From an optimization exercise on the open Yosys and OpenROAD flow, aimed at small area; shortcuts taken in it are not production practice. At most, simulation tests tie the RTL to the original design; equivalence was not proved. Only the layout flow was run in run 1; the RTL was not checked for function there. Power and IR drop assume default switching activity.

File: design/flow/config.mk
export PLATFORM = sky130hd
export DESIGN_NAME = srvmux
export DESIGN_NICKNAME = srvmux
export VERILOG_FILES = /design/flow/design.v
export SDC_FILE = /design/flow/constraint.sdc
export NUM_CORES = 4
export LEC_CHECK = 0
export CAP_MARGIN = 20
export CELL_PAD_IN_SITES_DETAIL_PLACEMENT = 1
export CELL_PAD_IN_SITES_GLOBAL_PLACEMENT = 2
export CORE_MARGIN = 2
export CORE_UTILIZATION = 35
export PLACE_DENSITY = 0.5
export SLEW_MARGIN = 20
File: design/flow/constraint.sdc
create_clock -name core_clock -period 12.0 [get_ports {clk}]
set_input_delay 2.4000 -clock core_clock [delete_from_list [all_inputs] [get_ports {clk}]]
set_output_delay 2.4000 -clock core_clock [all_outputs]
set_load 0.01 [all_outputs]
File: design/flow/design.v
module srvmux (
    input  wire        clk,
    input  wire        rst,           
    input  wire        tick,
    input  wire        cmd_valid,
    input  wire [47:0] cmd,
    output reg         resp_valid,
    output wire [39:0] resp,
    output wire        servo_out,
    output wire [3:0]  addr,
    output wire        step_out,
    output reg         ev_step_fire,
    output reg         ev_step_wrap,
    output reg         ev_div,
    output reg         ev_mux,
    output wire        ev_wdt
);
    localparam [10:0] PW_RESET_E = 11'd900;      
    localparam [11:0] SC_ZERO    = 12'd3496;     
    reg [175:0] pw;           
    reg [3:0]   idx;
    reg [10:0]  pulse;        
    reg [11:0]  sc;           
    reg [15:0]  tcnt;
    reg [15:0]  ocr_s;
    reg [31:0]  rem;
    reg         step_en;
    reg         deferred;
    reg         in_step;
    reg [12:0]  ocr_d;        
    reg         div_en;
    reg [3:0]   cnt_ms;
    reg [4:0]   cnt_10ms;
    reg [1:0]   cnt_250ms;
    reg         f10ms;
    reg         f250ms;
    reg         f1s;
    reg [1:0]   r_st;
    reg [31:0]  r_dat;
    assign servo_out = (sc != {1'b0, pulse});
    assign addr      = idx;
    assign step_out  = in_step;
    assign ev_wdt    = ev_div | ev_mux;
    assign resp      = {6'd0, r_st, r_dat};
    wire [7:0]  op  = cmd[47:40];
    wire [7:0]  sel = cmd[39:32];
    wire [31:0] imm = cmd[31:0];
    wire sel_z = (sel == 8'd0);
    wire imm_z = (imm == 32'd0);
    wire sel_lo = (sel[7:4] == 4'd0);
    wire is_setpw = cmd_valid && (op == 8'h01);
    wire is_getpw = cmd_valid && (op == 8'h02);
    wire is_arm   = cmd_valid && (op == 8'h03);
    wire is_stop  = cmd_valid && (op == 8'h04);
    wire is_tst   = cmd_valid && (op == 8'h05);
    wire is_rdreg = cmd_valid && (op == 8'h06);
    wire is_done  = cmd_valid && (op == 8'h07);
    wire imm_ok = (imm[31:12] == 20'd0) && (imm[11:0] >= 12'd600) && (imm[11:0] < 12'd2400);
    wire do_setpw = is_setpw && sel_lo && imm_ok;
    wire do_arm   = is_arm && sel_z;
    wire do_stop  = is_stop && sel_z && imm_z;
    wire do_tst   = is_tst && imm_z && (sel <= 8'd2);
    wire do_done  = is_done && sel_z && imm_z && in_step;
    reg [1:0] st;
    always @(*) begin
        st = 2'd0;
        case (op)
            8'h01: st = (sel_lo && imm_ok) ? 2'd0 : 2'd2;
            8'h02: st = !imm_z ? 2'd1 : (sel_lo ? 2'd0 : 2'd2);
            8'h03: st = sel_z ? 2'd0 : 2'd1;
            8'h04: st = (sel_z && imm_z) ? 2'd0 : 2'd1;
            8'h05: st = !imm_z ? 2'd1 : ((sel <= 8'd2) ? 2'd0 : 2'd2);
            8'h06: st = !imm_z ? 2'd1 : ((sel <= 8'h1E) ? 2'd0 : 2'd2);
            8'h07: st = !(sel_z && imm_z) ? 2'd1 : (in_step ? 2'd0 : 2'd3);
            default: st = 2'd1;
        endcase
    end
    wire [10:0] pw_sel = pw[11*sel[3:0] +: 11];
    wire [11:0] rd_m   = sel[4] ? ((sel[3:0] == 4'h3) ? sc : {1'b0, pulse}) : {1'b0, pw_sel};
    wire [11:0] rd_dec = rd_m + 12'd600 + {11'd0, (sel[4:0] == 5'h11)};
    reg [31:0] reg_value;
    always @(*) begin
        reg_value = 32'd0;
        if (!sel[4]) reg_value = {20'd0, rd_dec};
        else begin
            case (sel[3:0])
                4'h0: reg_value = {28'd0, idx};
                4'h1, 4'h2, 4'h3: reg_value = {20'd0, rd_dec};
                4'h4: reg_value = {16'd0, tcnt};
                4'h5: reg_value = {16'd0, ocr_s};
                4'h6: reg_value = rem;
                4'h7: reg_value = {29'd0, in_step, deferred, step_en};
                4'h8: reg_value = {16'd0, ocr_d, 3'd0};
                4'h9: reg_value = {31'd0, div_en};
                4'hA: reg_value = {28'd0, cnt_ms};
                4'hB: reg_value = {27'd0, cnt_10ms};
                4'hC: reg_value = {30'd0, cnt_250ms};
                4'hD: reg_value = {29'd0, f1s, f250ms, f10ms};
                4'hE: reg_value = {24'd0, idx, 2'b00, step_out, servo_out};
                default: reg_value = 32'd0;
            endcase
        end
    end
    reg [31:0] dat;
    always @(*) begin
        dat = 32'd0;
        if (op == 8'h02 && imm_z && sel_lo) dat = {20'd0, rd_dec};
        else if (op == 8'h05 && imm_z && sel <= 8'd2)
            dat = {31'd0, sel[1] ? f1s : (sel[0] ? f250ms : f10ms)};
        else if (op == 8'h06 && imm_z && sel[7:5] == 3'd0) dat = reg_value;
    end
    wire        imm_small = (imm[31:5] == 27'd0) && (imm[4:0] < 5'd17);
    wire [15:0] d_hi = imm[31:16];
    wire [15:0] d_lo = imm_small ? 16'd17 : imm[15:0];
    wire        rem_z = (rem == 32'd0);
    wire [15:0] base = rem_z ? tcnt : ocr_s;
    wire        a_c0 = (d_hi == 16'd0);
    wire        a_c1 = (d_hi == 16'd1) && (d_lo < 16'd10000);
    wire [15:0] a_x  = a_c0 ? d_lo : (a_c1 ? 16'd55536 : 16'd0);
    wire [15:0] a_ocr = base + a_x;
    wire [14:0] a_lo10k = d_lo[13:0] + 15'd10000;
    wire [31:0] a_rem = a_c1 ? {16'd1, 1'b0, a_lo10k} : {d_hi, d_lo};
    reg [15:0]  c_ocr_s;
    reg [31:0]  c_rem;
    reg         c_step_en, c_deferred, c_in_step, c_div_en;
    always @(*) begin
        c_ocr_s    = ocr_s;
        c_rem      = rem;
        c_step_en  = step_en;
        c_deferred = deferred;
        c_in_step  = in_step;
        c_div_en   = div_en;
        if (do_arm) begin
            c_div_en  = 1'b1;
            c_step_en = 1'b0;
            if (imm_z) begin
                c_rem      = 32'd0;
                c_deferred = 1'b0;
            end else begin
                c_ocr_s    = a_ocr;
                c_rem      = a_rem;
                c_deferred = 1'b1;
            end
        end
        if (do_stop) begin
            c_step_en  = 1'b0;
            c_deferred = 1'b0;
            c_div_en   = 1'b0;
        end
        if (do_done) begin
            c_in_step = 1'b0;
            if (deferred) begin
                c_step_en  = 1'b1;
                c_deferred = 1'b0;
            end
        end
    end
    wire [15:0] t_tcnt = tcnt + 16'd1;
    wire        commit = c_deferred && !c_in_step;
    wire        t_en   = c_step_en || commit;
    wire        s_match = tick && t_en && (t_tcnt == c_ocr_s);
    wire        t_fire  = s_match && (c_rem[31:16] == 16'd0);
    wire        t_wrap  = s_match && (c_rem[31:16] != 16'd0);
    wire [15:0] w_hi = c_rem[31:16] - 16'd1;
    wire [15:0] w_lo = c_rem[15:0];
    wire        w_c0 = (w_hi == 16'd0);
    wire        w_c1 = (w_hi == 16'd1) && (w_lo < 16'd10000);
    wire [15:0] w_x  = w_c0 ? w_lo : (w_c1 ? 16'd55536 : 16'd0);
    wire [15:0] w_ocr = c_ocr_s + w_x;
    wire [14:0] w_lo10k = w_lo[13:0] + 15'd10000;
    wire [31:0] w_rem = w_c1 ? {16'd1, 1'b0, w_lo10k} : {w_hi, w_lo};
    wire        d_match = tick && c_div_en && (t_tcnt == {ocr_d, 3'd0});
    reg [15:0]  n_tcnt;
    reg [15:0]  n_ocr_s;
    reg [31:0]  n_rem;
    reg         n_step_en, n_deferred, n_in_step;
    reg [12:0]  n_ocr_d;
    reg [3:0]   n_cnt_ms;
    reg [4:0]   n_cnt_10ms;
    reg [1:0]   n_cnt_250ms;
    reg         n_f10ms, n_f250ms, n_f1s;
    always @(*) begin
        n_tcnt      = tick ? t_tcnt : tcnt;
        n_ocr_s     = t_wrap ? w_ocr : c_ocr_s;
        n_rem       = t_wrap ? w_rem : c_rem;
        n_step_en   = tick ? (t_en && !t_fire) : c_step_en;
        n_deferred  = tick ? (c_deferred && c_in_step) : c_deferred;
        n_in_step   = c_in_step || t_fire;
        n_ocr_d     = ocr_d;
        n_cnt_ms    = cnt_ms;
        n_cnt_10ms  = cnt_10ms;
        n_cnt_250ms = cnt_250ms;
        n_f10ms     = f10ms;
        n_f250ms    = f250ms;
        n_f1s       = f1s;
        if (do_tst) begin
            if (sel[1]) n_f1s = 1'b0;
            else if (sel[0]) n_f250ms = 1'b0;
            else n_f10ms = 1'b0;
        end
        if (d_match) begin
            n_ocr_d  = ocr_d + 13'd125;
            n_cnt_ms = cnt_ms + 4'd1;
            if (cnt_ms == 4'd9) begin
                n_cnt_ms   = 4'd0;
                n_f10ms    = 1'b1;
                n_cnt_10ms = cnt_10ms + 5'd1;
                if (cnt_10ms == 5'd24) begin
                    n_cnt_10ms  = 5'd0;
                    n_f250ms    = 1'b1;
                    n_cnt_250ms = cnt_250ms + 2'd1;
                    if (cnt_250ms == 2'd3) n_f1s = 1'b1;
                end
            end
        end
    end
    wire        boundary = tick && (sc == {1'b0, pulse});
    wire [3:0]  idx1     = idx + 4'd1;
    wire [10:0] pw_imm   = imm[10:0] - 11'd600;
    wire [10:0] pw_next  = (do_setpw && sel[3:0] == idx1) ? pw_imm : pw[11*idx1 +: 11];
    wire [10:0] pw_wd = rst ? PW_RESET_E : pw_imm;
    integer i;
    always @(posedge clk) begin
        for (i = 0; i < 16; i = i + 1)
            if (rst || (do_setpw && sel[3:0] == i[3:0]))
                pw[11*i +: 11] <= pw_wd;
    end
    always @(posedge clk) begin
        if (rst) begin
            idx          <= 4'd0;
            pulse        <= PW_RESET_E;
            sc           <= SC_ZERO;
            tcnt         <= 16'd0;
            ocr_s        <= 16'd0;
            rem          <= 32'd0;
            step_en      <= 1'b0;
            deferred     <= 1'b0;
            in_step      <= 1'b0;
            ocr_d        <= 13'd125;
            div_en       <= 1'b1;
            cnt_ms       <= 4'd0;
            cnt_10ms     <= 5'd0;
            cnt_250ms    <= 2'd0;
            f10ms        <= 1'b0;
            f250ms       <= 1'b0;
            f1s          <= 1'b0;
            resp_valid   <= 1'b0;
            ev_step_fire <= 1'b0;
            ev_step_wrap <= 1'b0;
            ev_div       <= 1'b0;
            ev_mux       <= 1'b0;
        end else begin
            if (boundary) begin
                idx   <= idx1;
                pulse <= pw_next;
                sc    <= SC_ZERO;
            end else if (tick) begin
                sc    <= sc + 12'd1;
            end
            tcnt         <= n_tcnt;
            ocr_s        <= n_ocr_s;
            rem          <= n_rem;
            step_en      <= n_step_en;
            deferred     <= n_deferred;
            in_step      <= n_in_step;
            ocr_d        <= n_ocr_d;
            div_en       <= c_div_en;
            cnt_ms       <= n_cnt_ms;
            cnt_10ms     <= n_cnt_10ms;
            cnt_250ms    <= n_cnt_250ms;
            f10ms        <= n_f10ms;
            f250ms       <= n_f250ms;
            f1s          <= n_f1s;
            resp_valid   <= cmd_valid;
            ev_step_fire <= t_fire;
            ev_step_wrap <= t_wrap;
            ev_div       <= d_match;
            ev_mux       <= boundary;
        end
        r_st  <= st;
        r_dat <= dat;
    end
endmodule
File: design/flow/flow/run.sh
#!/bin/bash
# Standard layout, with the tool output kept in a log file here.
bash standard.sh > standard.log 2>&1
File: design/flow/standard.sh
#!/bin/bash
# synth_recipe.tcl (not shown) runs the flow's synth.tcl, then flattens the netlist and writes it again
# the make line also repeats each setting of config.mk as NAME=value (left out here)
make -C /OpenROAD-flow-scripts/flow DESIGN_CONFIG=/design/flow/config.mk WORK_HOME=/design/flow/orfs CLKGATE_MAP_FILE= SYNTH_SCRIPT=/design/flow/synth_recipe.tcl "${@:-finish}"
==> results of run 1 <==
worst max-delay path by stage:
stage               cells after the start         to  startpoint
global placement                       23     rem[5]     cmd[24]
finish                                 23     rem[5]     cmd[24]
detailed placement                     23     rem[5]     cmd[24]
global route                           23     rem[5]     cmd[24]
floorplan                              34  ocr_s[14]     cmd[33]
CTS                                    23     rem[5]     cmd[24]
layout by cell type, fill, tap and decap left out, types with 20 or more instances in the layout:
cell / count
or3_1: 26
mux2_2: 27
nand2b_1: 24
a211oi_1: 20
xnor2_1: 67
nor3_1: 52
inv_1: 31
clkdlybuf4s50_1: 92
ha_1: 48
nor2_1: 195
nand4_1: 44
a22oi_1: 28
mux4_2: 111
nand3_1: 50
nand2_1: 165
and3_1: 40
a21oi_1: 82
edfxtp_1: 176
xor2_1: 82
dfxtp_1: 160
a21o_1: 36
clkbuf_16: 41
mux2i_1: 51
nor4_1: 26
nor2b_1: 27
o21ai_0: 75
buf_4: 32
registers in the layout, indices dropped and copies added, names as in the netlist, 2 cells and up:
signal / flops
ocr_s: 16
r_st: 2
cnt_10ms: 5
tcnt: 16
idx: 4
pulse: 11
ocr_d: 13
cnt_ms: 4
rem: 32
sc: 12
r_dat: 32
cnt_250ms: 2
pw: 176
routing by layer:
layer	global-route usage	part of all wire
met5	0	0
met4	0.09331	0.035
met3	0.03167	0.038
met2	0.4447	0.49
met1	0.3439	0.44
cell usage after synthesis (10+ instances only):
cell type    n  area share
a22oi_1     28       0.010
a31oi_1     10      0.0030
nor4_1      27      0.0081
nor3_1      54       0.013
or3_1       26      0.0078
buf_1       17      0.0031
nor3b_1     10      0.0036
xor2_1      83       0.035
edfxtp_1   176        0.25
dfxtp_1    161        0.15
a211oi_1    20      0.0072
mux2_2      27       0.015
nand3_1     50       0.012
xnor2_1     67       0.028
a21o_1      36       0.013
mux2i_1     51       0.024
ha_1        49       0.029
nor2_1     197       0.035
nand2_1    166       0.030
or4_1       12      0.0043
inv_1       31      0.0056
buf_2       19      0.0045
mux4_2     111        0.12
o21ai_0     75       0.018
a21oi_1     82       0.020
nand4_1     44       0.013
and3_1      40       0.012
or2_2       19      0.0057
nor2b_1     27      0.0081
nand2b_1    24      0.0072
and2_1      10      0.0030
clkbuf_1    89       0.016
power groups by stage:
stage                     registers [W]  logic (W)  clock network, W
final                           0.00131   0.000273           0.00125
after global routing            0.00132   0.000288           0.00133
after detailed placement        0.00133   0.000273                 0
after CTS                       0.00131   0.000275           0.00128
after global placement          0.00133   0.000272                 0
after floorplan                 0.00132   0.000168                 0
logic make-up after synthesis:
kind of cell               count (synthesis)  synth area share
AOI/OAI and AO/OA                        362            0.1157
xor gates and xnor gates                 156           0.06943
adders and majority gates                 51           0.03124
buffers and inverters                    164           0.03202
DFF                                      337            0.4070
muxes                                    192            0.1602
other                                      1         0.0001794
and+or+nand+nor                          750            0.1842
metrics by stage:
step,setup slack (ns),power [W],cells
3_3_place_gp,1.785,0.001599,2785
6_report,2.096,0.002831,2860
5_1_grt,1.500,0.002933,2860
4_1_cts,2.180,0.002865,2859
3_5_place_dp,1.581,0.001606,2785
2_1_floorplan,3.193,0.001486,2018
critical path, delay by kind of cell:
family | cells | cell delay, ns
AO/OA/AOI/OAI | 10 | 3.26
AND/OR/NAND/NOR | 8 | 2.68
buffers and inverters | 2 | 1.02
adder cells (fa/ha/maj) | 2 | 0.62
multiplexers | 1 | 0.37
cell type report:
type,count,area [um2],share of cell area
well taps,773,967.2,0.04045
clock inverters,20,205.2,0.008583
repair buffers,128,1187,0.04967
flip-flops and latches,337,8509,0.3559
clock buffers,54,1125,0.04705
inverters,31,116.4,0.004867
multi-input cells,1517,11800,0.4935
==> impl_results.md, run 1 <==
* Worst Tran Pin Value at 1.005 ns
* Global-route wire length before repair at 117.8 mm
* Worst reg-to-reg path cell count at 18
* Clk Latency, worst-skew pair at 0.61 ns
* Post-synth cell types at 90
* Max VDD drop at 121.6 uV
* Critical Path RT at 12.48 ns
* RSZ-0062 raised after global routing: false
* Starting density of the core at 0.3542
* Tightest Hold Check Type: register to register
* Max Freq at 0.1010 GHz
* Slew headroom at 0.3209
* Final Cycle Share at 0.8253
* Row count at 89
* MaxCap Viol Count at 0
* Area Growth Syn to Fin at 14.37%
* Hold-fix buffers at CTS at 0
* ANT cells at 0
* Nets at 2159
* Via-per-instance ratio at 5.857
* Number of I/O pins at 104
* Worst Path Arrival at 10.39 ns
* Fin area at 23910 um2
* Routed WL at 80.77 mm
* Synth Flop Type: edfxtp_1
* Clk buf depth at 3
* Sequential share of power at 0.463
* Post-synth EDFFs at 176
* Inserted Clock Buffers at 41
* Crit Path Max Fanout at 38
* Final Core Density at 0.4051
* Port buffer count at 97
* Post-CTS Setup Inserts at 0
* Max-slew violation count at 0
* Post-Syn Instances at 2013
* Placer Congestion at 0.8491
* Min Tclk post-route at 9.904 ns
* #FFs+latches synth at 337
* WHS Path Cells at 2
* Lkg Pwr at 8.697 nW
* Sequence of cells on the critical path: clkdlybuf4s50_1 -> nor4_4 -> nand4b_1 -> nor3_4 -> a21oi_1 -> ha_1 -> nor3b_1 -> o211ai_1 -> nor3_2 -> o21bai_1 -> ha_1 -> or2_2 -> a21oi_1 -> o311ai_0 -> a221o_1 -> o41ai_1 -> o21ai_0 -> o2111ai_1 -> o2111ai_1 -> nor4b_4 -> buf_4 -> nand2_1 -> mux2_1
* Outcome: timing/DRC/antenna clean
* CTS sink cnt at 337
* Congestion Overflow GR at 0
* CTS tree: yes
* Largest net degree at the start of global routing at 105
* Clock Tree Root: clkbuf_16
* All-layer global routing usage at 0.2620
* Number of global-route vias before repair at 17120
* Post-place instance area at 22570 um2
* FF-to-FF setup slack at 5.23 ns
* Reg2reg start: rem[11]
* WHS at 0.5023 ns
* Hold path start: f10ms
* Clk slew on worst S/H paths at 0.06 ns
* Final hold viol count at 0
* Core area at 59020 um2
* Clock Power Share at 0.441
* Pwr dens at 118.4 nW/um2
* Internal cell power at 0.002100 W
* Syn Area/Cell at 10.38 um2
* H-tree depth at 2
* Max stage delay cell, worst path: clkdlybuf4s50_1
* Crit path kind: primary input to register
* RR Endpoint: rem[5]
* Area of the mapped netlist at 20900 um2
* Initial antenna violation count at 3
* Net Sw Frac at 0.2581
* Share of post-route cells with drive strength above 1 at 0.1390
* Die H at 248.4 um
* Max incr delay on CP at 0.56 ns
* Count of final setup violators at 0
* 1st-pass router iterations at 7
* Final HPWL DP at 58.59 mm
* Post-cts sizing count at 0
* CP startpoint kind: primary input
* Layout Skew at 0.03257 ns
* Die width at 248.4 um
* Iteration-0 DRC Markers at 1077
* CP Capture Type: register
* Drt wl/cell at 28.24 um
* Yosys warnings at 1
* Sum Neg Setup Slack at 0 ns
* P_sw at 0.0007307 W
* Vias at 16750
* FFs w/ async S/R, synth at 0
* Combinational cell fraction of total power at 0.096
* Die area at 61700 um2
* Post-route DRC at 0
* Routed Antenna Nets at 0
* FILL cells at 6473
* Hold path endpoint: f10ms
* Sequential share of the synthesized area at 0.4070
==> run 2, diff against run 1 <==
--- a/design/flow/design.v
+++ b/design/flow/design.v
@@ -76,5 +76,16 @@
         endcase
     end
-    wire [10:0] pw_sel = pw[11*sel[3:0] +: 11];
+    wire [3:0]  idx1     = idx + 4'd1;
+    reg  [10:0] pw_sel;
+    reg  [10:0] pw_nx;
+    integer k;
+    always @(*) begin
+        pw_sel = 11'd0;
+        pw_nx  = 11'd0;
+        for (k = 0; k < 16; k = k + 1) begin
+            pw_sel = pw_sel | (pw[11*k +: 11] & {11{sel[3:0] == k[3:0]}});
+            pw_nx  = pw_nx  | (pw[11*k +: 11] & {11{idx1 == k[3:0]}});
+        end
+    end
     wire [11:0] rd_m   = sel[4] ? ((sel[3:0] == 4'h3) ? sc : {1'b0, pulse}) : {1'b0, pw_sel};
     wire [11:0] rd_dec = rd_m + 12'd600 + {11'd0, (sel[4:0] == 5'h11)};
@@ -115,16 +126,14 @@
     wire        rem_z = (rem == 32'd0);
     wire [15:0] base = rem_z ? tcnt : ocr_s;
-    wire        a_c0 = (d_hi == 16'd0);
-    wire        a_c1 = (d_hi == 16'd1) && (d_lo < 16'd10000);
-    wire [15:0] a_x  = a_c0 ? d_lo : (a_c1 ? 16'd55536 : 16'd0);
-    wire [15:0] a_ocr = base + a_x;
-    wire [14:0] a_lo10k = d_lo[13:0] + 15'd10000;
-    wire [31:0] a_rem = a_c1 ? {16'd1, 1'b0, a_lo10k} : {d_hi, d_lo};
-    reg [15:0]  c_ocr_s;
-    reg [31:0]  c_rem;
+    wire        arm  = do_arm && !imm_z;
+    wire        armz = do_arm && imm_z;
+    wire [15:0] v_hi = arm ? d_hi : rem[31:16];
+    wire [15:0] v_lo = arm ? d_lo : rem[15:0];
+    wire        h0 = (v_hi == 16'd0);
+    wire        h1 = (v_hi == 16'd1);
+    wire        h2 = (v_hi == 16'd2);
+    wire        lt = (v_lo < 16'd10000);
     reg         c_step_en, c_deferred, c_in_step, c_div_en;
     always @(*) begin
-        c_ocr_s    = ocr_s;
-        c_rem      = rem;
         c_step_en  = step_en;
         c_deferred = deferred;
@@ -132,14 +141,7 @@
         c_div_en   = div_en;
         if (do_arm) begin
-            c_div_en  = 1'b1;
-            c_step_en = 1'b0;
-            if (imm_z) begin
-                c_rem      = 32'd0;
-                c_deferred = 1'b0;
-            end else begin
-                c_ocr_s    = a_ocr;
-                c_rem      = a_rem;
-                c_deferred = 1'b1;
-            end
+            c_div_en   = 1'b1;
+            c_step_en  = 1'b0;
+            c_deferred = !imm_z;
         end
         if (do_stop) begin
@@ -158,16 +160,19 @@
     wire [15:0] t_tcnt = tcnt + 16'd1;
     wire        commit = c_deferred && !c_in_step;
-    wire        t_en   = c_step_en || commit;
-    wire        s_match = tick && t_en && (t_tcnt == c_ocr_s);
-    wire        t_fire  = s_match && (c_rem[31:16] == 16'd0);
-    wire        t_wrap  = s_match && (c_rem[31:16] != 16'd0);
-    wire [15:0] w_hi = c_rem[31:16] - 16'd1;
-    wire [15:0] w_lo = c_rem[15:0];
-    wire        w_c0 = (w_hi == 16'd0);
-    wire        w_c1 = (w_hi == 16'd1) && (w_lo < 16'd10000);
-    wire [15:0] w_x  = w_c0 ? w_lo : (w_c1 ? 16'd55536 : 16'd0);
-    wire [15:0] w_ocr = c_ocr_s + w_x;
-    wire [14:0] w_lo10k = w_lo[13:0] + 15'd10000;
-    wire [31:0] w_rem = w_c1 ? {16'd1, 1'b0, w_lo10k} : {w_hi, w_lo};
+    wire        t_en   = tick && (c_step_en || commit);
+    wire        eq_o   = (t_tcnt == ocr_s);
+    wire        eq_b   = ((tcnt + 16'd10001) == ocr_s);
+    wire        t_wrap = t_en && !h0 && (arm ? (!rem_z && ((h1 && lt) ? eq_b : eq_o)) : eq_o);
+    wire        x_lo   = t_wrap ? h1 : (arm && h0);
+    wire        x_k    = t_wrap ? (h2 && lt) : (arm && h1 && lt);
+    wire [15:0] x      = x_lo ? v_lo : (x_k ? 16'd55536 : 16'd0);
+    wire [15:0] sum    = (arm ? base : ocr_s) + x;
+    wire        t_fire = t_en && h0 && (t_tcnt == sum);
+    wire        add10k = t_wrap ? (lt && ((h1 && arm) || h2)) : (arm && h1 && lt);
+    wire [14:0] p10k   = v_lo[13:0] + 15'd10000;
+    wire [15:0] c_ocr_s = (arm || t_wrap) ? sum : ocr_s;
+    wire [31:0] c_rem;
+    assign c_rem[31:16] = armz ? 16'd0 : (v_hi - {15'd0, t_wrap});
+    assign c_rem[15:0]  = armz ? 16'd0 : (add10k ? {1'b0, p10k} : v_lo);
     wire        d_match = tick && c_div_en && (t_tcnt == {ocr_d, 3'd0});
     reg [15:0]  n_tcnt;
@@ -182,7 +187,7 @@
     always @(*) begin
         n_tcnt      = tick ? t_tcnt : tcnt;
-        n_ocr_s     = t_wrap ? w_ocr : c_ocr_s;
-        n_rem       = t_wrap ? w_rem : c_rem;
-        n_step_en   = tick ? (t_en && !t_fire) : c_step_en;
+        n_ocr_s     = c_ocr_s;
+        n_rem       = c_rem;
+        n_step_en   = tick ? ((c_step_en || commit) && !t_fire) : c_step_en;
         n_deferred  = tick ? (c_deferred && c_in_step) : c_deferred;
         n_in_step   = c_in_step || t_fire;
@@ -216,7 +221,6 @@
     end
     wire        boundary = tick && (sc == {1'b0, pulse});
-    wire [3:0]  idx1     = idx + 4'd1;
     wire [10:0] pw_imm   = imm[10:0] - 11'd600;
-    wire [10:0] pw_next  = (do_setpw && sel[3:0] == idx1) ? pw_imm : pw[11*idx1 +: 11];
+    wire [10:0] pw_next  = (do_setpw && sel[3:0] == idx1) ? pw_imm : pw_nx;
     wire [10:0] pw_wd = rst ? PW_RESET_E : pw_imm;
     integer i;
==> design/flow/flow/run.sh (replaced) <==
#!/bin/bash
# Own layout flow: the standard flow (standard.sh), with
#  - ABC's mapping script replaced by an area-oriented one (flow/area.abc);
#    registers, their names and their cells are those of the standard synthesis
#  - port buffers of the smallest buffer cell
#  - CTS without dummy loads
# Each tool writes its own log under orfs/logs; make's output goes to flow.log.
set -euo pipefail
here=$PWD
{
  echo 'proc abc {args} {'
  echo '  set i [lsearch -exact $args -script]'
  echo "  if {\$i >= 0} { set args [lreplace \$args \$i [expr {\$i+1}] -script $here/flow/area.abc] }"
  echo '  yosys abc {*}$args'
  echo '}'
  cat synth_recipe.tcl
} > my_synth.tcl
sed "s#SYNTH_SCRIPT=[^ ]*#SYNTH_SCRIPT=$here/my_synth.tcl#" standard.sh > my_standard.sh
export BUFFER_PORTS_ARGS="-buffer_cell sky130_fd_sc_hd__buf_1"
export CTS_ARGS="-sink_clustering_enable -repair_clock_nets -dont_use_dummy_load"
bash my_standard.sh > flow.log 2>&1
==> design/flow/flow/area.abc (new file) <==
&get -n
&st
&dch
&nf -R 1000
&st
&syn2
&dch
&nf -R 1000
&put
==> run 2 against run 1 <==
Against the previous run:
- clock power shrank 16%
- die area shrank 18%
- cell count shrank 9.7%
- core utilization shrank 0.086 points
- total power shrank 9.0%
- maximum frequency shrank 5.4%
- sequential power is essentially flat
- clock-buffer cell count shrank 13
- via count shrank 6.6%
==> impl_results.md, run 2 <==
* FILL cells at 5484
* CP Capture Type: register
* Post-synth EDFFs at 176
* Power, Total at 0.002575 W
* 1st-pass router iterations at 9
* Iteration-0 DRC Markers at 1843
* All-layer global routing usage at 0.2948
* Critical path's top delay family: compound AO/OA/AOI/OAI gates
* Tightest Hold Check Type: register to register
* Main area contributors after synthesis: edfxtp_1, dfxtp_1, nand2_1, a222oi_1, nor2_1
* Lkg Pwr at 6.919 nW
* Max reg flops at 176
* Vias at 15650
* RSZ-0062 raised after global routing: false
* Post-Syn Instances at 1745
* Placed Instances at 2540
* Starting density of the core at 0.3526
* H-tree depth at 2
* Port buffer count at 97
* Count leader, synth: nand2_1
* Clk Latency, worst-skew pair at 0.57 ns
* Clk buf depth at 3
* Synth cell count leaders: nand2_1, nor2_1, edfxtp_1
* Most frequent cells in the layout: nand2_1, nor2_1, edfxtp_1
* Final Cycle Share at 0.8721
* Hold-fix buffers at CTS at 0
* Count of final setup violators at 0
* Outcome: timing/DRC/antenna clean
* FFs w/ async S/R, synth at 0
* Routed Antenna Nets at 0
* Synth Flop Type: edfxtp_1
* Row count at 81
* MaxCap Viol Count at 0
* Pwr dens at 130.7 nW/um2
* Initial antenna violation count at 1
* Final hold viol count at 0
* Sum Neg Setup Slack at 0 ns
* Routed WL at 75.01 mm
* Crit path kind: primary input to register
* Area taken by flip-flops and latches at 8508 um2
* Number of global-route vias before repair at 15860
* Core area at 48750 um2
* Post-route DRC at 0
* Final HPWL DP at 51.82 mm
* Share of the synthesized area in the top cell type at 0.3075
* Non-filler cells, final at 2582
* CTS tree: yes
* Worst path most repeated cell: a21oi_1
* Placer Congestion at 0.8652
* CP startpoint kind: primary input
* Syn Area/Cell at 9.849 um2
* Via-per-instance ratio at 6.062
* Largest registers: pw (176), r_dat (32), rem (32)
* Number of I/O pins at 104
* Worst Tran Pin Value at 1.064 ns
* Drt wl/cell at 29.05 um
* Crit Path Max Fanout at 37
* #FFs+latches synth at 337
* Slew headroom at 0.2893
* Worst Path Arrival at 10.85 ns
* Die H at 225.6 um
* Area of the mapped netlist at 17190 um2
* Clk slew on worst S/H paths at 0.06 ns
* Min Tclk post-route at 10.47 ns
* Max incr delay on CP at 0.59 ns
* Reg with most FFs: pw
* Yosys warnings at 1
* Die area at 50890 um2
* Most common cell after layout, fill and taps aside: nand2_1
* Area Growth Syn to Fin at 14.65%
* Global-route wire length before repair at 108.7 mm
* Nets at 2007
* Critical Path RT at 12.38 ns
* Share of post-route cells with drive strength above 1 at 0.04643
* Layout Skew at 0.06097 ns
* Max VDD drop at 124.3 uV
* Clock Tree Root: clkbuf_16
* Sequential share of the synthesized area at 0.4950
* Inserted Clock Buffers at 41
* Final WS setup at 1.534 ns
* Max stage delay cell, worst path: nor3_4
* Post-synth cell types at 61
* Congestion Overflow GR at 0
* Max Freq at 0.09555 GHz
* Crit path buf inv count at 3
* Post-cts sizing count at 0
* Max-slew violation count at 0
* Post-synth top area cell: edfxtp_1
* Post-CTS Setup Inserts at 0
* Worst slack, placed at 1.099 ns
* Die width at 225.6 um
* CTS sink cnt at 337
* Largest net degree at the start of global routing at 55
* Multi-input logic area at 8534 um2
run 2: cell count changes in the layout (fill, tap and decap cells not counted), moves of 28 or more:
cell,delta
mux4_2,-111
buf_1,+94
clkdlybuf4s50_1,-92
a222oi_1,+73
nand2_1,+73
clkinv_1,+44
a21o_1,-33
inv_1,-31
xor2_1,-29
a221oi_1,+28
run 2: final cells by class:
type	count	area share
Multi-Input combinational cell	1361	0.4331
Sequential cell	337	0.4318
Clock buffer	41	0.05207
Tap cell	664	0.04216
Timing Repair Buffer	132	0.03200
Inverter	46	0.008763
Antenna cell	1	0.0001270
run 2: stage by stage:
step	utilization	hold WS [ns]	cell area, um2
2_1_floorplan	-	0.4447	17210
3_3_place_gp	0.3829	0.4595	18670
3_5_place_dp	0.3831	0.4641	18680
4_1_cts	0.4042	0.4720	19700
5_1_grt	0.4042	0.4981	19700
6_report	0.4042	0.4719	19710
run 2: power by group:
part	leakage (nW)	switching [W]	internal, W	total (W)
logic	3.40	0.000141	0.0000515	0.000193
registers	3.02	0.0000435	0.00128	0.00133
clock network	0.505	0.000458	0.000597	0.00105
run 2: worst reg2reg max path: cells and delay by family (launching register included):
family	cells	cell delay, ns
AOI/OAI and AO/OA	19	3.39
buffers and inverters	1	0.20
adders and majority gates	2	0.53
and+or+nand+nor	11	2.24
DFF	1	0.54
xor gates and xnor gates	4	1.16
run 2: cells by family after synthesis:
group,share of synthesized area
AND/OR/NAND/NOR,0.1918
AO/OA/AOI/OAI,0.1841
flip-flops,0.4950
XOR/XNOR,0.06625
buffers and inverters,0.01267
multiplexers,0.02322
adder cells (fa/ha/maj),0.02665
other,0.0002182
run 2: final timing paths:
path,from,to,slack [ns],cells after the start
setup / recovery,cmd[45],step_en,1.53,37
hold / removal,pulse[4],pulse[4],0.47,2
setup reg to reg,tcnt[0],step_en,3.79,37
hold reg to reg,pulse[4],pulse[4],0.47,2
run 2: routing by layer:
metal  global-route usage  share of wire  up-vias
li1                     -              -     7042
met5                    0              0        -
met3              0.03617          0.056      201
met4               0.1414          0.050        0
met2               0.5223           0.50      596
met1               0.3545           0.40     7812
==> run 3, diff against run 2 <==
--- a/design/flow/flow/run.sh
+++ b/design/flow/flow/run.sh
@@ -18,4 +18,4 @@
 sed "s#SYNTH_SCRIPT=[^ ]*#SYNTH_SCRIPT=$here/my_synth.tcl#" standard.sh > my_standard.sh
 export BUFFER_PORTS_ARGS="-buffer_cell sky130_fd_sc_hd__buf_1"
-export CTS_ARGS="-sink_clustering_enable -repair_clock_nets -dont_use_dummy_load"
+export CTS_ARGS="-sink_clustering_enable -repair_clock_nets -dont_use_dummy_load -buf_list {sky130_fd_sc_hd__clkbuf_4} -sink_clustering_size 8 -sink_clustering_max_diameter 50"
 bash my_standard.sh > flow.log 2>&1
--- a/design/flow/config.mk
+++ b/design/flow/config.mk
@@ -10,5 +10,5 @@
 export CELL_PAD_IN_SITES_GLOBAL_PLACEMENT = 2
 export CORE_MARGIN = 2
-export CORE_UTILIZATION = 35
-export PLACE_DENSITY = 0.5
+export CORE_UTILIZATION = 60
+export PLACE_DENSITY = 0.7
 export SLEW_MARGIN = 20
==> run 3 against run 2 <==
Against the previous run:
- the flow now stops in 3_1_place_gp_skip_io
- synthesized cell count stayed put
- area after synthesis stayed put
==> impl_results.md, run 3 <==
* Synth Flop Type: edfxtp_1
* Synth cell count leaders: nand2_1, nor2_1, edfxtp_1
* Post-synthesis xor/xnor area fraction at 0.06625
* Stopped at: 3_1_place_gp_skip_io
* #FFs+latches synth at 337
* Post-Synth Adder-Cell Area at 0.02665
* Yosys warnings at 1
* Post-Syn Instances at 1745
* Largest family of logic cells by synthesized area: simple AND/OR/NAND/NOR gates
* Die H at 173.2 um
* Main area contributors after synthesis: edfxtp_1, dfxtp_1, nand2_1, a222oi_1, nor2_1
* Count leader, synth: nand2_1
* Tool error: [ERROR GPL-0301] Utilization 106.804 % exceeds 100%.
* Simple-Gate Fraction of Synth Area at 0.1918
* Post-synth cell types at 61
* Outcome: did not finish
* Post-synth top area cell: edfxtp_1
* Syn Area/Cell at 9.849 um2
* Sequential share of the synthesized area at 0.4950
* Die width at 173.2 um
* Compound-gate portion of the synthesized area at 0.1841
* Share of the synthesized area in the top cell type at 0.3075
* Area of the mapped netlist at 17190 um2
* FFs w/ async S/R, synth at 0
* Post-synth EDFFs at 176
* Starting density of the core at 0.6136
* Post-synthesis mux area share at 0.02322
* Row count at 61
-- run 3: cell counts after synthesis --
Identical to the previous run, type by type.
-- run 3: cells by family after synthesis --
| group | Yosys count |
|---|---|
| and+or+nand+nor | 708 |
| AOI/OAI and AO/OA | 442 |
| DFF | 337 |
| xor gates and xnor gates | 130 |
| buffers and inverters | 52 |
| muxes | 39 |
| adders and majority gates | 36 |
| other | 1 |
==> run 4, diff against run 3 <==
--- a/design/flow/flow/run.sh
+++ b/design/flow/flow/run.sh
@@ -3,4 +3,5 @@
 #  - ABC's mapping script replaced by an area-oriented one (flow/area.abc);
 #    registers, their names and their cells are those of the standard synthesis
+#  - no fixed adder-cell mapping before ABC (ADDER_MAP_FILE empty)
 #  - port buffers of the smallest buffer cell
 #  - CTS without dummy loads
@@ -17,4 +18,5 @@
 } > my_synth.tcl
 sed "s#SYNTH_SCRIPT=[^ ]*#SYNTH_SCRIPT=$here/my_synth.tcl#" standard.sh > my_standard.sh
+export ADDER_MAP_FILE=
 export BUFFER_PORTS_ARGS="-buffer_cell sky130_fd_sc_hd__buf_1"
 export CTS_ARGS="-sink_clustering_enable -repair_clock_nets -dont_use_dummy_load -buf_list {sky130_fd_sc_hd__clkbuf_4} -sink_clustering_size 8 -sink_clustering_max_diameter 50"
==> design/flow/config.mk (replaced) <==
export PLATFORM = sky130hd
export DESIGN_NAME = srvmux
export DESIGN_NICKNAME = srvmux
export VERILOG_FILES = /design/flow/design.v
export SDC_FILE = /design/flow/constraint.sdc
export NUM_CORES = 4
export LEC_CHECK = 0
export CAP_MARGIN = 20
export CELL_PAD_IN_SITES_DETAIL_PLACEMENT = 0
export CELL_PAD_IN_SITES_GLOBAL_PLACEMENT = 1
export CORE_MARGIN = 2
export CORE_UTILIZATION = 50
export PLACE_DENSITY = 0.65
export SLEW_MARGIN = 20
==> run 4 against run 3 <==
Against the previous run:
- now clean on timing, DRC and antenna
- area after synthesis increased by 0.87%
- synthesized cell count increased by 1.9%
==> impl_results.md, run 4 <==
* Outcome: timing/DRC/antenna clean
* Max Freq at 0.09551 GHz
* MaxCap Viol Count at 0
* Worst reg-to-reg path cell count at 34
* FFs w/ async S/R, synth at 0
* Number of I/O pins at 104
* RR Endpoint: step_en
* Sequential share of the synthesized area at 0.4908
* Setup crit end: step_en
* Placer Congestion at 0.9453
* FF-to-FF setup slack at 3.73 ns
* WHS at 0.4807 ns
* Global-route wire length before repair at 98.44 mm
* Clk Latency, worst-skew pair at 0.85 ns
* Number of global-route vias before repair at 15640
* Worst Path Arrival at 11.07 ns
* Starting density of the core at 0.5043
* Min Tclk post-route at 10.47 ns
* Tightest Hold Check Type: register to register
* Max-slew violation count at 0
* Worst Tran Pin Value at 1.126 ns
* Die area at 36180 um2
* Drt wl/cell at 27.49 um
* Die width at 190.2 um
* Critical Path RT at 12.60 ns
* Via-per-instance ratio at 6.690
* Count leader, synth: nand2_1
* Clk slew on worst S/H paths at 0.09 ns
* Post-Syn Instances at 1778
* Congestion Overflow GR at 0
* CTS tree: yes
* Routed WL at 66.93 mm
* Routed Antenna Nets at 0
* Most frequent cells in the layout: nand2_1, nor2_1, edfxtp_1
* Max reg flops at 176
* Largest net degree at the start of global routing at 61
* Initial antenna violation count at 2
* Post-route DRC at 0
* 1st-pass router iterations at 13
* All-layer global routing usage at 0.3695
* Hold-fix buffers at CTS at 0
* Main area contributors after synthesis: edfxtp_1, dfxtp_1, nand2_1, nor2_1, a222oi_1
* Post-cts sizing count at 0
* Post-synth EDFFs at 176
* Yosys warnings at 1
* Nets at 2033
* Reg with most FFs: pw
* Clock Tree Root: clkbuf_4
* CTS sink cnt at 337
* Most common cell after layout, fill and taps aside: nand2_1
* Post-synth cell types at 64
* Inserted Clock Buffers at 53
* Worst setup path start: cmd[37]
* Final Cycle Share at 0.8725
* Post-CTS Setup Inserts at 0
* Share of post-route cells with drive strength above 1 at 0.05912
* Final HPWL DP at 46.23 mm
* Pwr dens at 110.1 nW/um2
* CP startpoint kind: primary input
* Max incr delay on CP at 0.90 ns
* Synth Flop Type: edfxtp_1
* RSZ-0062 raised after global routing: false
* Crit Path Max Fanout at 18
* Clk buf depth at 3
* Count of final setup violators at 0
* Area Growth Syn to Fin at 10.09%
* Lkg Pwr at 6.507 nW
* Share of the synthesized area in the top cell type at 0.3049
* Sum Neg Setup Slack at 0 ns
* CP Capture Type: register
* Post-synth top area cell: edfxtp_1
* Syn Area/Cell at 9.750 um2
* Hold path start: rem[14]
* #FFs+latches synth at 337
* Layout Skew at 0.1039 ns
* Vias at 16290
* Worst path most repeated cell: nor2_1
* WHS Path Cells at 2
* H-tree depth at 2
* Crit path kind: primary input to register
* Synth cell count leaders: nand2_1, nor2_1, edfxtp_1
* Slew headroom at 0.2483
* Max stage delay cell, worst path: nor2_2
* Iteration-0 DRC Markers at 2190
* Max VDD drop at 97.48 uV
* Reg2reg start: tcnt[1]
* Row count at 68
* Core area at 34370 um2
* Largest registers: pw (176), r_dat (32), rem (32)
* Port buffer count at 97
* Final hold viol count at 0
* Area of the mapped netlist at 17340 um2
* Die H at 190.2 um
-- run 4: worst min path at each step --
stage / end / slack, ns
finish: r_dat[14] / 0.48
global route: r_dat[21] / 0.51
CTS: pulse[9] / 0.48
detailed placement: pulse[9] / 0.47
global placement: pulse[0] / 0.46
floorplan: pulse[1] / 0.44
-- run 4: logic make-up (layout without fill, tap and decap cells) --
| family | after synthesis | in the layout | synth area share |
|---|---|---|---|
| and+or+nand+nor | 754 | 754 | 0.2127 |
| AOI/OAI and AO/OA | 466 | 466 | 0.1908 |
| DFF | 337 | 337 | 0.4908 |
| buffers and inverters | 39 | 235 | 0.009744 |
| other | 1 | 7 | 0.0002163 |
| xor gates and xnor gates | 125 | 125 | 0.06315 |
| muxes | 54 | 54 | 0.03140 |
| adders and majority gates | 2 | 2 | 0.001155 |
-- run 4: layer usage --
metal	track usage	part of all wire	wire (um)
met5	0	0	0
met3	0.06770	0.094	6322
met2	0.6088	0.47	31190
met1	0.4431	0.37	24680
met4	0.2454	0.071	4740
-- run 4: power breakdown --
group	total [W]	switching, W	leakage (nW)	internal (W)
clock network	0.000597	0.000396	0.244	0.000200
registers	0.00132	0.0000402	3.02	0.00128
logic	0.000186	0.000135	3.25	0.0000511
-- run 4: final cells by class --
class / instances / area [um2]
multi-input cells: 1407 / 8723
inverters: 33 / 123.9
repair buffers: 149 / 759.5
well taps: 455 / 569.3
diodes: 1 / 2.502
clock buffers: 53 / 397.9
flip-flops and latches: 337 / 8508
fillers: 3211 / 15290
-- run 4: critical path, delay by kind of cell --
family          cells  cell delay, ns
buf+inv             3            0.60
mux                 1            0.35
simple gates       23            5.92
xor+xnor            2            0.33
compound gates      6            1.43
-- run 4: metrics by stage --
step	setup slack (ns)	utilization	instances	total power, W	instance area, um2
after floorplan	1.731	-	1783	0.001427	17350
after global placement	1.309	0.5433	2381	0.001519	18680
after detailed placement	1.044	0.5434	2381	0.001522	18680
after CTS	1.816	0.5550	2434	0.002105	19080
after global routing	0.8808	0.5552	2435	0.002172	19080
final	1.530	0.5552	2435	0.002102	19080
==> run 5, diff against run 4 <==
--- a/design/flow/design.v
+++ b/design/flow/design.v
@@ -16,6 +16,6 @@
     output wire        ev_wdt
 );
-    localparam [10:0] PW_RESET_E = 11'd900;      
-    localparam [11:0] SC_ZERO    = 12'd3496;     
+    localparam [10:0] PW_RESET_E = 11'd988;      
+    localparam [11:0] SC_ZERO    = 12'd3584;     
     reg [175:0] pw;           
     reg [3:0]   idx;
@@ -37,10 +37,11 @@
     reg         f1s;
     reg [1:0]   r_st;
-    reg [31:0]  r_dat;
+    reg [15:0]  r_dat;        
+    reg         r_rem;        
     assign servo_out = (sc != {1'b0, pulse});
     assign addr      = idx;
     assign step_out  = in_step;
     assign ev_wdt    = ev_div | ev_mux;
-    assign resp      = {6'd0, r_st, r_dat};
+    assign resp      = {6'd0, r_st, r_rem ? (rem[31:16] + {15'd0, ev_step_wrap}) : 16'd0, r_dat};
     wire [7:0]  op  = cmd[47:40];
     wire [7:0]  sel = cmd[39:32];
@@ -89,5 +90,5 @@
     end
     wire [11:0] rd_m   = sel[4] ? ((sel[3:0] == 4'h3) ? sc : {1'b0, pulse}) : {1'b0, pw_sel};
-    wire [11:0] rd_dec = rd_m + 12'd600 + {11'd0, (sel[4:0] == 5'h11)};
+    wire [11:0] rd_dec = {rd_m[11:9] + 3'd1, rd_m[8:0]} + {11'd0, (sel[4:0] == 5'h11)};
     reg [31:0] reg_value;
     always @(*) begin
@@ -221,5 +222,5 @@
     end
     wire        boundary = tick && (sc == {1'b0, pulse});
-    wire [10:0] pw_imm   = imm[10:0] - 11'd600;
+    wire [10:0] pw_imm   = {imm[10:9] - 2'd1, imm[8:0]};
     wire [10:0] pw_next  = (do_setpw && sel[3:0] == idx1) ? pw_imm : pw_nx;
     wire [10:0] pw_wd = rst ? PW_RESET_E : pw_imm;
@@ -283,5 +284,6 @@
         end
         r_st  <= st;
-        r_dat <= dat;
+        r_dat <= dat[15:0];
+        r_rem <= (op == 8'h06) && imm_z && (sel == 8'h16);
     end
 endmodule
==> design/flow/flow/area.abc (replaced) <==
strash
ifraig
dc2
dch -f
amap
strash
dc2
dch -f
amap
strash
dc2
dch -f
amap
&get -n
&st
&dch -f
&nf -R 1000 -C 32
&put
--- a/design/flow/config.mk
+++ b/design/flow/config.mk
@@ -11,4 +11,5 @@
 export CORE_MARGIN = 2
 export CORE_UTILIZATION = 50
+export GPL_TIMING_DRIVEN = 0
 export PLACE_DENSITY = 0.65
 export SLEW_MARGIN = 20
==> run 5 against run 4 <==
Against the previous run:
- core utilization up 1.7 points
- setup slack worse by 1.1 ns
- cell count down 12%
- die area down 6.9%
- still clean on timing, DRC and antenna
- critical path depth up 8
==> impl_results.md, run 5 <==
* Outcome: timing/DRC/antenna clean
* Number of I/O pins at 104
* GRT Max-Usage Layer: met2
* Post-synth EDFFs at 176
* Largest registers: pw (176), rem (32)
* Count of final setup violators at 0
* Non-filler cells, final at 2152
* Largest net degree at the start of global routing at 38
* Placed Instances at 2095
* Min Tclk post-route at 11.54 ns
* Worst path most repeated cell: maj3_2
* Congestion Overflow GR at 0
* H-tree depth at 2
* GR Util met1 at 0.4481
* CTS sink cnt at 322
* MaxCap Viol Count at 0
* Post-synth top area cell: edfxtp_1
* Clk Latency, worst-skew pair at 0.73 ns
* Vias at 14850
* Port buffer count at 97
* Clk buf depth at 3
* Die width at 183.5 um
* Drt wl/cell at 28.15 um
* Nets at 1800
* Syn Area/Cell at 10.31 um2
* FFs w/ async S/R, synth at 0
* Power, Total at 0.001980 W
* Synth cell count leaders: edfxtp_1, dfxtp_1, nand2_1
* #FFs+latches synth at 322
* Clock Tree Root: clkbuf_4
* Max Freq at 0.08669 GHz
* Final WS setup at 0.4647 ns
* Post-Syn Instances at 1562
* Final HPWL DP at 42.39 mm
* Share of post-route cells with drive strength above 1 at 0.08877
* Most frequent cells in the layout: edfxtp_1, dfxtp_1, nand2_1
* Crit Path Max Fanout at 19
* Max-slew violation count at 0
* All-layer global routing usage at 0.3537
* CP Capture Type: register
* Area of the mapped netlist at 16110 um2
* Max incr delay on CP at 0.62 ns
* Placer Congestion at 0.9601
* Crit path kind: primary input to register
* Critical Path RT at 12.57 ns
* RSZ-0062 raised after global routing: true
* Most common cell after layout, fill and taps aside: edfxtp_1
* Worst Tran Pin Value at 1.125 ns
* Max VDD drop at 92.54 uV
* Sequential share of the synthesized area at 0.5096
* Post-synth cell types at 66
* Final hold viol count at 0
* Max stage delay cell, worst path: or4_1
* Slew headroom at 0.2501
* CTS tree: yes
* Max reg flops at 176
* Tightest Hold Check Type: register to register
* Worst Path Arrival at 12.10 ns
* Share of the synthesized area in the top cell type at 0.3282
* Row count at 65
* Routed WL at 60.58 mm
* Die area at 33660 um2
* Post-route DRC at 0
* Iteration-0 DRC Markers at 2282
* Yosys warnings at 1
* Count leader, synth: edfxtp_1
* Worst slack, placed at -1.331 ns
* Grt met2 use at 0.5565
* GR Util met3 at 0.08875
* Global-route wire length before repair at 87.55 mm
* Inserted Clock Buffers at 48
* Die H at 183.5 um
* Core area at 31640 um2
* Synth Flop Type: edfxtp_1
* 1st-pass router iterations at 12
* Layout Skew at 0.1220 ns
* Routed Antenna Nets at 0
* Initial antenna violation count at 3
* Starting density of the core at 0.5091
* Main area contributors after synthesis: edfxtp_1, dfxtp_1, a222oi_1, xnor2_1, nand2_1
* Hold-fix buffers at CTS at 0
* Number of global-route vias before repair at 13770
* Final Cycle Share at 0.9613
* Clk slew on worst S/H paths at 0.09 ns
* Lkg Pwr at 6.197 nW
* Reg with most FFs: pw
* Via-per-instance ratio at 6.900
* Area Growth Syn to Fin at 12.35%
* Pwr dens at 109.4 nW/um2
* CP startpoint kind: primary input
==> run 5: area by class of cell <==
| type | count | area [um2] |
|---|---|---|
| Antenna cell | 4 | 10.01 |
| Buffer | 6 | 45.04 |
| Clock buffer | 48 | 360.3 |
| Fill cell | 2835 | 13540 |
| Inverter | 39 | 146.4 |
| Multi-Input combinational cell | 1200 | 8020 |
| Sequential cell | 322 | 8208 |
| Tap cell | 402 | 503.0 |
| Timing Repair Buffer | 131 | 802.0 |
==> run 5: what timing repair did <==
item / CTS / global route
resized for setup: 2 / 9
setup buffers: 1 / 4
endpoints found under the setup margin: 4 / 3
pin swaps: 0 / 3
endpoints found under the hold margin: 0 / 0
cloned: 0 / 0
==> run 5: power by group <==
part / switching (W) / internal [W]
Combinational: 0.000126 / 0.0000503
Sequential: 0.0000374 / 0.00122
Clock: 0.000362 / 0.000183
==> run 5: cell families after synthesis <==
logic type / count (synthesis) / synth area share
compound gates: 437 / 0.2006
xor+xnor: 110 / 0.05982
fa+ha+maj: 9 / 0.005594
buf+inv: 45 / 0.01189
flops: 322 / 0.5096
mux: 43 / 0.02773
other cells: 1 / 0.0002328
simple gates: 595 / 0.1845
==> run 5: worst paths after layout <==
kind,from,end,slack [ns],cells after the start
setup / recovery,cmd[28],step_en,0.46,43
setup reg to reg,tcnt[0],step_en,3.00,41
hold / removal,pulse[2],pulse[2],0.48,2
hold reg to reg,pulse[2],pulse[2],0.48,2
==> run 5: through the flow <==
step | hold slack, ns | util | TNS, ns | area [um2]
6_report | 0.4847 | 0.5720 | 0 | 18090
5_1_grt | 0.5077 | 0.5717 | -0.03469 | 18090
4_1_cts | 0.4813 | 0.5689 | 0 | 18000
3_5_place_dp | 0.4692 | 0.5569 | -5.732 | 17620
3_3_place_gp | 0.4715 | 0.5397 | -19.53 | 17070
2_1_floorplan | 0.4427 | - | 0 | 16210
==> run 5: metal layers <==
metal	routed length, um	up-vias
met5	0	-
met4	3736	0
met3	6983	247
met2	27150	1038
met1	22710	7004
li1	-	6560
==> run 5: critical path: cells and delay by family <==
family / cells / cell delay, ns
AOI/OAI and AO/OA: 8 / 1.17
xor gates and xnor gates: 1 / 0.28
adders and majority gates: 9 / 2.60
buffers and inverters: 6 / 0.90
muxes: 1 / 0.29
and+or+nand+nor: 18 / 4.44
==> run 6, diff against run 5 <==
--- a/design/flow/config.mk
+++ b/design/flow/config.mk
@@ -11,5 +11,4 @@
 export CORE_MARGIN = 2
 export CORE_UTILIZATION = 50
-export GPL_TIMING_DRIVEN = 0
 export PLACE_DENSITY = 0.65
 export SLEW_MARGIN = 20
==> run 6 against run 5 <==
Against the previous run:
- still clean on timing, DRC and antenna
- register-to-register slack improved by 0.24 ns
- die area unchanged
- via count decreased by 0.53%
- wire length increased by 0.64%
- critical path depth decreased by 2
- clock skew decreased by 0.019 ns
- sequential power about the same
- non-clock buffer count increased by 14
- global-route usage increased by 0.45 points
- setup slack improved by 0.43 ns
- sequential share of layout area increased by 0.59 points
==> impl_results.md, run 6 <==
* Max-slew violation count at 0
* Nets at 1814
* Share of the synthesized area in the top cell type at 0.3282
* Area of the mapped netlist at 16110 um2
* Tightest Hold Check Type: register to register
* Final HPWL DP at 42.57 mm
* Final Core Density at 0.5646
* Clock Tree Root: clkbuf_4
* Crit path buf inv count at 4
* Final hold viol count at 0
* Post-Syn Instances at 1562
* Vias at 14770
* Placer Congestion at 1.030
* Synth Flop Type: edfxtp_1
* Core area at 31640 um2
* Main area contributors after synthesis: edfxtp_1, dfxtp_1, a222oi_1, xnor2_1, nand2_1
* Clk Latency, worst-skew pair at 0.82 ns
* Most common cell after layout, fill and taps aside: edfxtp_1
* Critical path's top delay family: simple AND/OR/NAND/NOR gates
* Hold-fix buffers at CTS at 0
* Initial antenna violation count at 2
* Worst path most repeated cell: maj3_2
* Post-route DRC at 0
* Worst Path Arrival at 11.74 ns
* Max Freq at 0.09005 GHz
* Internal cell power at 0.001452 W
* Drt wl/cell at 28.18 um
* CP Capture Type: register
* 1st-pass router iterations at 9
* Die width at 183.5 um
* Die H at 183.5 um
* Clock Power Share at 0.278
* Starting density of the core at 0.5091
* Congestion Overflow GR at 0
* Max VDD drop at 105.3 uV
* Met3 wire len at 6.251 mm
* Post-cts sizing count at 0
* Post-synth EDFFs at 176
* Slew headroom at 0.1839
* Syn Area/Cell at 10.31 um2
* Critical Path RT at 12.63 ns
* Combinational cell fraction of total power at 0.085
* MaxCap Viol Count at 0
* Routed met1 length at 23.36 mm
* Pwr dens at 110.7 nW/um2
* CTS tree: yes
* Crit Path Max Fanout at 17
* WHS at 0.4936 ns
* Area Growth Syn to Fin at 10.92%
* Routed Antenna Nets at 0
* Met2 WL at 27.98 mm
* Global-route wire length before repair at 87.70 mm
* Lkg Pwr at 6.215 nW
* Most frequent cells in the layout: edfxtp_1, dfxtp_1, nand2_1
* Worst slack, placed at 0.1560 ns
* Post-synth cell types at 66
* Final Cycle Share at 0.9254
* All-layer global routing usage at 0.3582
* Net Sw Frac at 0.2660
* Iteration-0 DRC Markers at 2352
* Routed WL at 60.97 mm
* Clk buf depth at 3
* Number of I/O pins at 104
* Share of post-route cells with drive strength above 1 at 0.07841
* CTS sink cnt at 322
* Largest net degree at the start of global routing at 58
* FFs w/ async S/R, synth at 0
* Sequential share of the synthesized area at 0.5096
* Sum Neg Setup Slack at 0 ns
* Min Tclk post-route at 11.11 ns
* Sequential share of power at 0.636
* Reg with most FFs: pw
* Worst Tran Pin Value at 1.215 ns
* P_sw at 0.0005261 W
* Synth cell count leaders: edfxtp_1, dfxtp_1, nand2_1
* Count of final setup violators at 0
* Max stage delay cell, worst path: or4_1
* Port buffer count at 97
* H-tree depth at 2
* Inserted Clock Buffers at 48
* Count leader, synth: edfxtp_1
* Die area at 33660 um2
* Power, Total at 0.001978 W
* Post-CTS Setup Inserts at 0
* Layout Skew at 0.1027 ns
* #FFs+latches synth at 322
* Max reg flops at 176
* Max incr delay on CP at 0.61 ns
* Via-per-instance ratio at 6.826
* Row count at 65
* Post-synth top area cell: edfxtp_1
* Top routing layer in use: met4
* Yosys warnings at 1
* RSZ-0062 raised after global routing: false
* Outcome: timing/DRC/antenna clean
* Clk slew on worst S/H paths at 0.09 ns
* CP startpoint kind: primary input
* Largest registers: pw (176), rem (32)
* Final WS setup at 0.8946 ns
* Crit path kind: primary input to register
* Number of global-route vias before repair at 13780
==> run 6: cell counts after synthesis <==
Identical to the previous run, type by type.
==> run 6: worst reg2reg max path, delay by kind of cell (launching register included) <==
kind	cells	cell delay, ns
simple gates	18	3.33
fa+ha+maj	9	2.52
compound gates	10	1.72
flops	1	0.47
xor+xnor	2	0.40
buf+inv	2	0.21
==> run 6: worst paths after layout <==
path / depth (start not counted) / end / start / slack, ns
min: 2 / pulse[2] / pulse[2] / 0.49
min reg2reg: 2 / pulse[2] / pulse[2] / 0.49
max: 41 / step_en / cmd[20] / 0.89
max reg2reg: 41 / step_en / tcnt[0] / 3.24
==> run 6: stage by stage <==
step	instance area, um2	instances
after floorplan	16210	1567
after global placement	17480	2113
after detailed placement	17490	2113
after CTS	17850	2161
after global routing	17860	2164
final	17860	2164
==> run 6: cell families after synthesis <==
logic type / after synthesis / synth area share
DFF: 322 / 0.5096
adders and majority gates: 9 / 0.005594
other: 1 / 0.0002328
AOI/OAI and AO/OA: 437 / 0.2006
xor gates and xnor gates: 110 / 0.05982
muxes: 43 / 0.02773
buffers and inverters: 45 / 0.01189
and+or+nand+nor: 595 / 0.1845
==> run 6: area by class of cell <==
type                            count  area [um2]
Fill cell                        2877       13770
Sequential cell                   322        8208
Multi-Input combinational cell   1200        7855
Timing Repair Buffer              151       785.8
Tap cell                          402       503.0
Clock buffer                       48       360.3
Inverter                           39       146.4
Antenna cell                        2       5.005
==> run 6: per-layer routing <==
metal  vias up  track usage
met5         -            0
met4         0       0.1872
met3       213      0.07587
met2       957       0.5828
met1      7024       0.4502
li1       6577            -
==> run 6: power groups by stage <==
stage          combinational, W  sequential (W)  clock, W
2_1_floorplan         0.0000870         0.00127         0
3_3_place_gp           0.000162         0.00128         0
3_5_place_dp           0.000163         0.00128         0
4_1_cts                0.000163         0.00126  0.000559
5_1_grt                0.000176         0.00126  0.000605
6_report               0.000169         0.00126  0.000551
==> run 7, diff against run 6 <==
--- a/design/flow/flow/run.sh
+++ b/design/flow/flow/run.sh
@@ -6,4 +6,5 @@
 #  - port buffers of the smallest buffer cell
 #  - CTS without dummy loads
+#  - timing-driven placement that does not keep its own resizing (GPL_KEEP_OVERFLOW 0)
 # Each tool writes its own log under orfs/logs; make's output goes to flow.log.
 set -euo pipefail
@@ -20,4 +21,5 @@
 export ADDER_MAP_FILE=
 export BUFFER_PORTS_ARGS="-buffer_cell sky130_fd_sc_hd__buf_1"
+export GPL_KEEP_OVERFLOW=0
 export CTS_ARGS="-sink_clustering_enable -repair_clock_nets -dont_use_dummy_load -buf_list {sky130_fd_sc_hd__clkbuf_4} -sink_clustering_size 8 -sink_clustering_max_diameter 50"
 bash my_standard.sh > flow.log 2>&1
==> run 7 against run 6 <==
Against the previous run:
- worst hold slack lost 0.017 ns
- critical path depth grew 2
- die area is the same
- register-to-register slack lost 0.04 ns
- core utilization grew 0.80 points
- largest cell class unchanged
- critical endpoint unchanged
- still clean on timing, DRC and antenna
- non-clock buffer count shrank 12
==> impl_results.md, run 7 <==
* Core area at 31640 um2
* Iteration-0 DRC Markers at 2527
* Critical Path RT at 12.57 ns
* Post-synthesis mux area share at 0.02773
* Clk slew on worst S/H paths at 0.09 ns
* Layout Skew at 0.1068 ns
* Clock Power Share at 0.277
* Routed WL at 60.52 mm
* Worst reg-to-reg path cell count at 39
* All-layer global routing usage at 0.3543
* Max VDD drop at 90.16 uV
* Sequential share of power at 0.636
* Most frequent cells in the layout: edfxtp_1, dfxtp_1, nand2_1
* Vias at 14780
* Sequential share of the synthesized area at 0.5096
* #FFs+latches synth at 322
* Area Growth Syn to Fin at 12.48%
* Setup crit end: step_en
* Max reg flops at 176
* Crit path buf inv count at 6
* Share of the synthesized area in the top cell type at 0.3282
* CP startpoint kind: primary input
* CTS sink cnt at 322
* Final hold viol count at 0
* RR Endpoint: step_en
* Count leader, synth: edfxtp_1
* Worst Tran Pin Value at 1.078 ns
* Final Cycle Share at 0.9431
* Most common cell after layout, fill and taps aside: edfxtp_1
* Hold-fix buffers at CTS at 0
* Synth Flop Type: edfxtp_1
* Number of global-route vias before repair at 13780
* Crit Path Max Fanout at 19
* Non-filler cells, final at 2153
* Post-synth top area cell: edfxtp_1
* Min Tclk post-route at 11.32 ns
* Post-Syn Instances at 1562
* Max Freq at 0.08836 GHz
* Max incr delay on CP at 0.61 ns
* Routed Antenna Nets at 0
* Yosys warnings at 1
* Combinational cell fraction of total power at 0.087
* RSZ-0062 raised after global routing: false
* Worst path most repeated cell: maj3_2
* Die area at 33660 um2
* Syn Area/Cell at 10.31 um2
* Simple-Gate Fraction of Synth Area at 0.1845
* Largest family of logic cells by synthesized area: compound AO/OA/AOI/OAI gates
* Post-synth EDFFs at 176
* Compound-gate portion of the synthesized area at 0.2006
* FFs w/ async S/R, synth at 0
* Die H at 183.5 um
* Reg2reg start: tcnt[0]
* Crit path kind: primary input to register
* Reg with most FFs: pw
* P_sw at 0.0005208 W
* Critical path's top delay family: simple AND/OR/NAND/NOR gates
* Lkg Pwr at 6.232 nW
* Max stage delay cell, worst path: or4_1
* Port buffer count at 97
* CP Capture Type: register
* Net Sw Frac at 0.2632
* Die width at 183.5 um
* Sum Neg Setup Slack at 0 ns
* Largest registers: pw (176), rem (32)
* Worst Path Arrival at 11.88 ns
* CP Depth at 43
* Largest net degree at the start of global routing at 35
* Nets at 1803
* Initial antenna violation count at 2
* Post-synthesis xor/xnor area fraction at 0.05982
* Internal cell power at 0.001458 W
* Slew headroom at 0.2797
* CTS tree: yes
* Clock Tree Root: clkbuf_4
* Post-Synth Adder-Cell Area at 0.005594
* Max-slew violation count at 0
* Row count at 65
* Final HPWL DP at 43.72 mm
* Global-route wire length before repair at 87.71 mm
* Count of final setup violators at 0
* Worst setup path start: cmd[20]
* Outcome: timing/DRC/antenna clean
* Share of post-route cells with drive strength above 1 at 0.08862
* Clk buf depth at 3
* Main area contributors after synthesis: edfxtp_1, dfxtp_1, a222oi_1, xnor2_1, nand2_1
* Via-per-instance ratio at 6.866
* Starting density of the core at 0.5091
* Area of the mapped netlist at 16110 um2
* FF-to-FF setup slack at 3.20 ns
* Congestion Overflow GR at 0
* Drt wl/cell at 28.11 um
* FILL cells at 2812
* Synth cell count leaders: edfxtp_1, dfxtp_1, nand2_1
* Pwr dens at 109.2 nW/um2
* MaxCap Viol Count at 0
* Placer Congestion at 0.9431
* Clk Latency, worst-skew pair at 0.75 ns
* Post-synth cell types at 66
* H-tree depth at 2
* Post-route DRC at 0
* Placed Instances at 2095
* Number of I/O pins at 104
* Tightest Hold Check Type: register to register
* Inserted Clock Buffers at 49
* 1st-pass router iterations at 9
-- run 7: cell families (layout without fill, tap and decap cells) --
group,count (synthesis),in the layout
other,1,8
AO/OA/AOI/OAI,437,437
AND/OR/NAND/NOR,595,595
XOR/XNOR,110,110
flip-flops,322,322
buffers and inverters,45,227
adder cells (fa/ha/maj),9,9
multiplexers,43,43
-- run 7: final cells by class --
| class | count | area [um2] | area share |
|---|---|---|---|
| Inverter | 39 | 146.4 | 0.008081 |
| Multi-Input combinational cell | 1200 | 7986 | 0.4408 |
| Antenna cell | 2 | 5.005 | 0.0002763 |
| Tap cell | 402 | 503.0 | 0.02776 |
| Clock buffer | 49 | 367.9 | 0.02031 |
| Timing Repair Buffer | 139 | 899.6 | 0.04966 |
| Sequential cell | 322 | 8208 | 0.4531 |
-- run 7: through the flow --
step,hold slack (ns),total power (W),setup slack (ns),instance area (um2),util
2_1_floorplan,0.4427,0.001355,0.005658,16210,-
3_3_place_gp,0.4739,0.001437,-2.297,17030,0.5383
3_5_place_dp,0.4673,0.001447,-0.9253,17660,0.5583
4_1_cts,0.4744,0.001981,0.09820,18030,0.5701
5_1_grt,0.4997,0.002045,0.02134,18110,0.5726
6_report,0.4766,0.001979,0.6831,18120,0.5726
-- run 7: worst reg2reg max path, delay by kind of cell (launching register included) --
kind            cells  cell delay [ns]
fa+ha+maj           9             2.54
flops               1             0.60
simple gates       16             3.36
xor+xnor            3             0.67
buf+inv             2             0.22
compound gates      9             1.30
-- run 7: per-layer routing --
metal	vias to the layer above	wire length [um]	GRT usage
li1	6570	-	-
met1	7051	23020	0.4524
met2	948	27780	0.5671
met3	213	6311	0.07686
met4	0	3414	0.1850
met5	-	0	0
-- run 7: how the worst min path moves through the flow --
stage                     startpoint   endpoint  slack [ns]  cells after the start
after floorplan              rem[12]  r_dat[12]        0.44                      2
after global placement      pulse[9]   pulse[9]        0.47                      2
after detailed placement    pulse[9]   pulse[9]        0.47                      2
after CTS                   pulse[9]   pulse[9]        0.47                      2
after global routing        pulse[9]   pulse[9]        0.50                      2
final                       pulse[9]   pulse[9]        0.48                      2
-- run 7: timing repair --
item,4_1_cts,5_1_grt
pin swaps,0,2
buffers inserted,0,7
endpoints found under the setup margin,3,4
resized for setup,1,5
-- run 7: power by group through the flow --
stage | clock network [W] | logic (W) | registers, W
global route | 0.000601 | 0.000181 | 0.00126
detailed placement | 0 | 0.000167 | 0.00128
finish | 0.000548 | 0.000173 | 0.00126
floorplan | 0 | 0.0000870 | 0.00127
CTS | 0.000559 | 0.000167 | 0.00126
global placement | 0 | 0.000157 | 0.00128

==> separate check: timing with driven ports <==
Ports are ideal in the flow. The routed layouts listed here were re-timed in OpenROAD. Step 1: set_driving_cell puts a clkbuf_16 on clk and a buf_2 on each other input, an assumption about the parent block. Step 2 times the ports against the registers' clock, not the clock port: input delays grow and output delays shrink by t, the midpoint of the rising clock arrivals with the driver on. Slacks: no drivers / after step 1 / after step 2; pairs: no drivers / after step 1.
run | shift t [ns] | slack for setup (ns) | hold WS [ns] | worst register clock-pin slew, ns
run 1 | 0.653 | 2.096 / 2.135 / 1.482 | 0.502 / 0.502 / 0.502 | 0.07 / 0.07
run 2 | 0.601 | 1.534 / 1.570 / 0.969 | 0.472 / 0.472 / 0.472 | 0.07 / 0.07
run 4 | 0.824 | 1.530 / 1.558 / 0.734 | 0.481 / 0.481 / 0.481 | 0.10 / 0.10
run 5 | 0.720 | 0.465 / 0.489 / -0.231 | 0.485 / 0.485 / 0.485 | 0.10 / 0.10
run 6 | 0.820 | 0.895 / 0.920 / 0.100 | 0.494 / 0.494 / 0.494 | 0.11 / 0.11
run 7 | 0.750 | 0.683 / 0.712 / -0.038 | 0.477 / 0.477 / 0.477 | 0.10 / 0.10
Met with ideal ports but missed after step 2: setup timing in run 5 and run 7. The setup slack of run 4, which loses most, moves by +0.028 ns with the drivers and by -0.796 ns with both steps.
